Context: an optimization exercise on an open-source flow, tuned for small area. The choices shown serve that exercise and are no tape-out recipe. The RTL was checked by simulation tests, not by an equivalence proof against the original design. No activity file was given, so power comes from the tool's default toggle rates.

==> flow/design.v (excerpt) <==
module kbd_scan_react (
    input  wire        clk,
    input  wire        rst,
    input  wire        cmd_valid,
    input  wire [7:0]  cmd,
    output wire        cmd_ready,
    output wire [7:0]  row_n,
    input  wire [7:0]  col_n,
    input  wire [31:0] rnd_data,
    output wire        rnd_take,
    output wire [17:0] ev,
    output wire        led_valid,
    output wire [23:0] led_data,
    output wire        draw_valid,
    output wire [1:0]  draw_sprite,
    output wire [2:0]  fault
);
clock: 14.0 ns
lec_check: 0
cap_margin: 20
core_margin: 2
core_utilization: 60
place_density: 0.75
slew_margin: 20
standard.sh (not shown) runs the stock make flow with config.mk's settings and CLKGATE_MAP_FILE= SYNTH_SCRIPT=/design/flow/synth_recipe.tcl, a recipe that flattens the netlist after the stock synthesis.
==> flow/flow/run.sh <==
#!/bin/bash
# Layout flow: the standard synthesis, then an area-oriented re-mapping of
# its combinational logic with ABC (eight random seeds of &deepsyn, the
# smallest result kept; flip-flops untouched; the result is proven equivalent
# to the standard netlist with Yosys, and the standard netlist is used if
# anything fails), then the standard layout steps with these changes:
# port buffers use buf_1, and clock tree synthesis uses clkbuf_8 with sink
# clusters of at most 20 flip-flops and no dummy loads.
set -euo pipefail
HERE=$(pwd)
R=$HERE/orfs/results/$FLOW_PLATFORM/kbd_scan_react/base
LIB=$FLOW_HOME/platforms/$FLOW_PLATFORM/lib/sky130_fd_sc_hd__tt_025C_1v80.lib
YOSYS=$FLOW_HOME/../tools/install/yosys/bin/yosys
[ -x "$YOSYS" ] || YOSYS=yosys
export CTS_ARGS="-sink_clustering_enable -repair_clock_nets -dont_use_dummy_load -buf_list sky130_fd_sc_hd__clkbuf_8 -sink_clustering_size 20 -sink_clustering_max_diameter 70"
export BUFFER_PORTS_ARGS="-buffer_cell sky130_fd_sc_hd__buf_1"

bash standard.sh synth > standard_synth.log 2>&1
cp "$R/1_2_yosys.v" "$HERE/std_1_2_yosys.v"

DU=$(sed -n '/^export DONT_USE_CELLS/,/^#/p' "$FLOW_HOME/platforms/$FLOW_PLATFORM/config.mk" \
     | grep -o 'sky130_fd_sc_hd__[a-z0-9_]*' | sed 's/^/-dont_use /' | tr '\n' ' ')
best=""; best_area=""
for S in 0 1 2 3 4 5 6 7; do
  sed -e "s#@SEED@#$S#" flow/area.abc > "area$S.abc"
  sed -e "s#@LIB@#$LIB#g" -e "s#@IN@#$HERE/std_1_2_yosys.v#" -e "s#@OUT@#$HERE/resynth$S.v#" \
      -e "s#@ABC@#$HERE/area$S.abc#" -e "s#@TOP@#$FLOW_TOP#g" -e "s#@DONTUSE@#$DU#" \
      -e "s#@STAT@#$HERE/resynth_stat$S.txt#" flow/resynth.ys > "resynth$S.ys"
  "$YOSYS" -q -l "resynth$S.log" "resynth$S.ys" > /dev/null 2>&1 &
done
wait || true
for S in 0 1 2 3 4 5 6 7; do
  a=$(grep -o "Chip area for module .*: [0-9.]*" "resynth_stat$S.txt" 2>/dev/null | awk '{print $NF}' || true)
  [ -n "$a" ] || continue
  if [ -z "$best" ] || awk "BEGIN{exit !($a < $best_area)}"; then best=$S; best_area=$a; fi
done
echo "seed areas:" $(grep -ho "Chip area for module .*: [0-9.]*" resynth_stat*.txt | awk '{print $NF}') "kept seed $best" > resynth_choice.txt

ok=0
if [ -n "$best" ]; then
  cp "resynth$best.v" resynth.v
  sed -e "s#@LIB@#$LIB#g" -e "s#@GOLD@#$HERE/std_1_2_yosys.v#" -e "s#@GATE@#$HERE/resynth.v#" \
      -e "s#@TOP@#$FLOW_TOP#g" flow/equiv.ys > equiv.ys
  sed -e "s#@LIB@#$LIB#g" -e "s#@GATE@#$HERE/resynth.v#" -e "s#@TOP@#$FLOW_TOP#g" flow/check.ys > check.ys
  if "$YOSYS" -q -l check.log check.ys > /dev/null 2>&1 && \
     "$YOSYS" -q -l equiv.log equiv.ys > /dev/null 2>&1; then ok=1; fi
fi
if [ $ok = 1 ]; then
  cp "$HERE/resynth.v" "$R/1_2_yosys.v"
  rm -f "$R/1_synth.odb" "$R/1_synth.sdc"
  echo "using the re-mapped netlist" > netlist_choice.txt
else
  echo "re-mapping failed; using the standard netlist" > netlist_choice.txt
fi

bash standard.sh > standard.log 2>&1
Other scripts of this flow, unchanged in this note and not shown: flow/flow/area.abc, flow/flow/check.ys, flow/flow/equiv.ys, flow/flow/resynth.ys
The baseline finished with timing, DRC and antenna clean.
Rerun with:
--- a/flow/design.v
+++ b/flow/design.v
@@ -27,48 +27,48 @@
     reg        q_hi;      
     reg [2:0]  q_lo;
     reg [1:0]  mode;
     reg        c_hi;      
     reg [2:0]  c_lo;
     reg        seeded;
+    reg        scanned;   
     reg        fresh;     
     reg [1:0]  dmode;     
     reg        sd;        
     reg [7:0]  ph;        
     reg        lz;
     reg [1:0]  sprite;
     reg        dz;
     reg        dv;
     reg        ev_v, ev_k;
     reg [2:0]  ev_r, ev_c;
     reg [1:0]  flt;       
-    reg [63:0]  r_s, r_b, r_c0, r_c1, r_c2, r_c3;
+    reg [63:0]  r_b, r_c0, r_c1, r_c2, r_c3;
     reg [71:0]  lr;
     reg [31:0]  dr;
     reg [7:0]   lc;
     wire halted  = |flt;
     wire p_last  = (p == 6'd63);
     wire p_half  = (p[4:0] == 5'd31);
     wire q_last  = q_hi && (q_lo == 3'd5);
     wire accept  = cmd_valid && (st == S_IDLE) && p_last;
-    wire       hs = r_s[0];
     wire       hb = r_b[0];
     wire [3:0] hc = {r_c3[0], r_c2[0], r_c1[0], r_c0[0]};
     wire       evk = (hc == 4'd15);
     wire       sel_rot = (p[3] == h);
-    wire       smp = ~col_n[p[2:0]];
-    reg        ns, nb;
+    wire       hs = scanned & ~col_n[p[2:0]];    
+    wire       db_on = h && (p[3] == t);         
+    reg        nb;
     reg [3:0]  nc;
     reg        pop_now;
     always @* begin
-        ns = hs; nb = hb; nc = hc;
+        nb = hb; nc = hc;
         pop_now = 1'b0;
         case (st)
-        S_INIT: begin ns = 1'b0; nb = 1'b0; nc = 4'd0; end
-        S_SCAN: if (sel_rot) ns = smp;
-        S_DB:   if (h) begin
+        S_INIT: begin nb = 1'b0; nc = 4'd0; end
+        S_DB:   if (db_on) begin
                     if (hs == hb) nc = 4'd0;
                     else if (hc == 4'd14) begin nb = hs; nc = 4'd15; end
                     else nc = hc + 4'd1;
                 end
         S_EP:   if (sel_rot && evk && !ev_v) begin nc = 4'd0; pop_now = 1'b1; end
         default: ;
@@ -179,19 +179,18 @@
     assign ev          = {ev_v, ev_k, 5'd0, ev_r, 5'd0, ev_c};
     assign fault       = {flt, 1'b0};
     assign draw_valid  = dv;
     assign draw_sprite = sprite;
     assign led_valid   = (st == S_LF) && run;
     assign led_data    = {cg, cr, cb};
-    wire   row_on      = (st == S_SCAN) && sel_rot;
-    wire [2:0] row_idx = {h, p[5:4]};
+    wire   row_on      = (st == S_SCAN) ? sel_rot : (st == S_DB) && db_on;
+    wire [2:0] row_idx = {(st == S_SCAN) ? h : t, p[5:4]};
     assign row_n       = ~({7'd0, row_on} << row_idx);
     wire       cn_wrap = (c_lo == 3'd5);
     wire [1:0] sp_tog  = {sprite[0], ~sprite[0]};    
     always @(posedge clk) begin
-        r_s  <= {ns,    r_s[63:1]};
         r_b  <= {nb,    r_b[63:1]};
         r_c0 <= {nc[0], r_c0[63:1]};
         r_c1 <= {nc[1], r_c1[63:1]};
         r_c2 <= {nc[2], r_c2[63:1]};
         r_c3 <= {nc[3], r_c3[63:1]};
         lr   <= {lin, lr[71:6]};
@@ -202,41 +201,41 @@
         begin
             if (mode == 2'd1) begin
                 c_lo <= 3'd0;
                 st   <= S_LKM;
             end else if (mode == 2'd2) begin
                 c_lo <= cn_wrap ? 3'd0 : c_lo + 3'd1;
-                ph   <= ph;           
                 c_hi <= c_hi ^ cn_wrap;
+                ph   <= ph;           
                 st   <= S_KS;
             end else
                 st <= S_IDLE;
         end
     endtask
     always @(posedge clk) begin
         if (rst) begin
             st <= S_INIT;
             p <= 6'd0; q_hi <= 1'b0; q_lo <= 3'd0;
             mode <= 2'd0; c_hi <= 1'b0; c_lo <= 3'd0; lz <= 1'b1;
-            seeded <= 1'b0; fresh <= 1'b1; dmode <= 2'd0; sd <= 1'b0; ph <= 8'd0;
+            seeded <= 1'b0; scanned <= 1'b0; fresh <= 1'b1; dmode <= 2'd0; sd <= 1'b0; ph <= 8'd0;
             sprite <= 2'd0; dz <= 1'b1; dv <= 1'b0;
             ev_v <= 1'b0; ev_k <= 1'b0; ev_r <= 3'd0; ev_c <= 3'd0; flt <= 2'd0;
         end else begin
-            ph <= ph + stepv;
             p  <= p + 6'd1;
+            ph <= ph + stepv;
             q_lo <= (q_lo == 3'd5) ? 3'd0 : q_lo + 3'd1;
             if (q_lo == 3'd5) q_hi <= !q_hi;
             dv <= 1'b0;
             case (st)
             S_INIT: if (p_last) st <= S_IDLE;
             S_IDLE: if (accept && !halted) begin
                 run <= 1'b0;
                 h   <= 1'b0;
                 t   <= 1'b0;
                 case (cmd)
-                8'h10: st <= S_SCAN;
+                8'h10: begin scanned <= 1'b1; st <= S_SCAN; end
                 8'h20: st <= S_DB;
                 8'h21: begin ev_v <= 1'b0; st <= S_EP; end
                 8'h30: begin h <= 1'b1; t <= 1'b1; st <= S_LT; end
                 8'h31: led_key;
                 8'h32: st <= S_LF;
                 8'h34, 8'h35, 8'h36, 8'h37: begin
@@ -254,17 +253,20 @@
             end
             S_SCAN: if (p_last) begin
                 h <= 1'b1;
                 if (h) st <= S_IDLE;
             end
             S_DB: begin
-                if (evk) t <= 1'b1;
+                if (!h && evk) t <= 1'b1;
                 if (p_last) begin
                     h <= 1'b1;
-                    if (h) st <= S_IDLE;
-                    else if (t || evk) begin flt[1] <= 1'b1; st <= S_IDLE; end
+                    if (!h) begin
+                        if (t || evk) begin flt[1] <= 1'b1; st <= S_IDLE; end
+                        else t <= 1'b0;
+                    end else if (!t) t <= 1'b1;
+                    else st <= S_IDLE;
                 end
             end
             S_EP: begin
                 if (!ev_v) begin
                     if (p_last && h && !pop_now) begin
                         ev_k <= 1'b0; ev_r <= 3'd0; ev_c <= 3'd0;
Result: The changed run ran to the end with no violations. Worst setup slack gains 630 ps. Via count went down by a few percent. Clock power came out lower by roughly a tenth. Clock skew rises by 18 ps. Combinational power came out lower by well over a third. Hold slack got worse by 26 ps. Design area went down by a little under a tenth. Sequential share of layout area came out lower by 1.9 points. Die area came out lower by a little under a tenth. Non-clock buffer count is lower by 1. Critical path depth goes up by 3. Flip-flop and latch count drops by 63. Final cell count fell by a few percent. Utilization went down by 0.79 points.

-- what the ideal ports hide --
In the flow no input, the clock included, has a driving cell. The finished layouts below were timed again as built, in two steps.
Step 1 assumes that a clkbuf_16 drives the clock port and a buf_2 every other input.
Step 2 times the ports against the registers' clock, not the clock port: input delays grow and output delays shrink by t, the midpoint of the rising clock arrivals with the driver on.
Three values: no drivers, after step 1, after step 2; two values: the first two.
| run | shift t [ns] | setup slack, ns | worst setup path at the end |
|---|---|---|---|
| the first run | 0.572 | 5.052 / 5.008 / 5.580 | register to output |
| the second run | 0.595 | 5.679 / 5.641 / 6.235 | register to output |
After both steps every run listed still meets setup and hold.
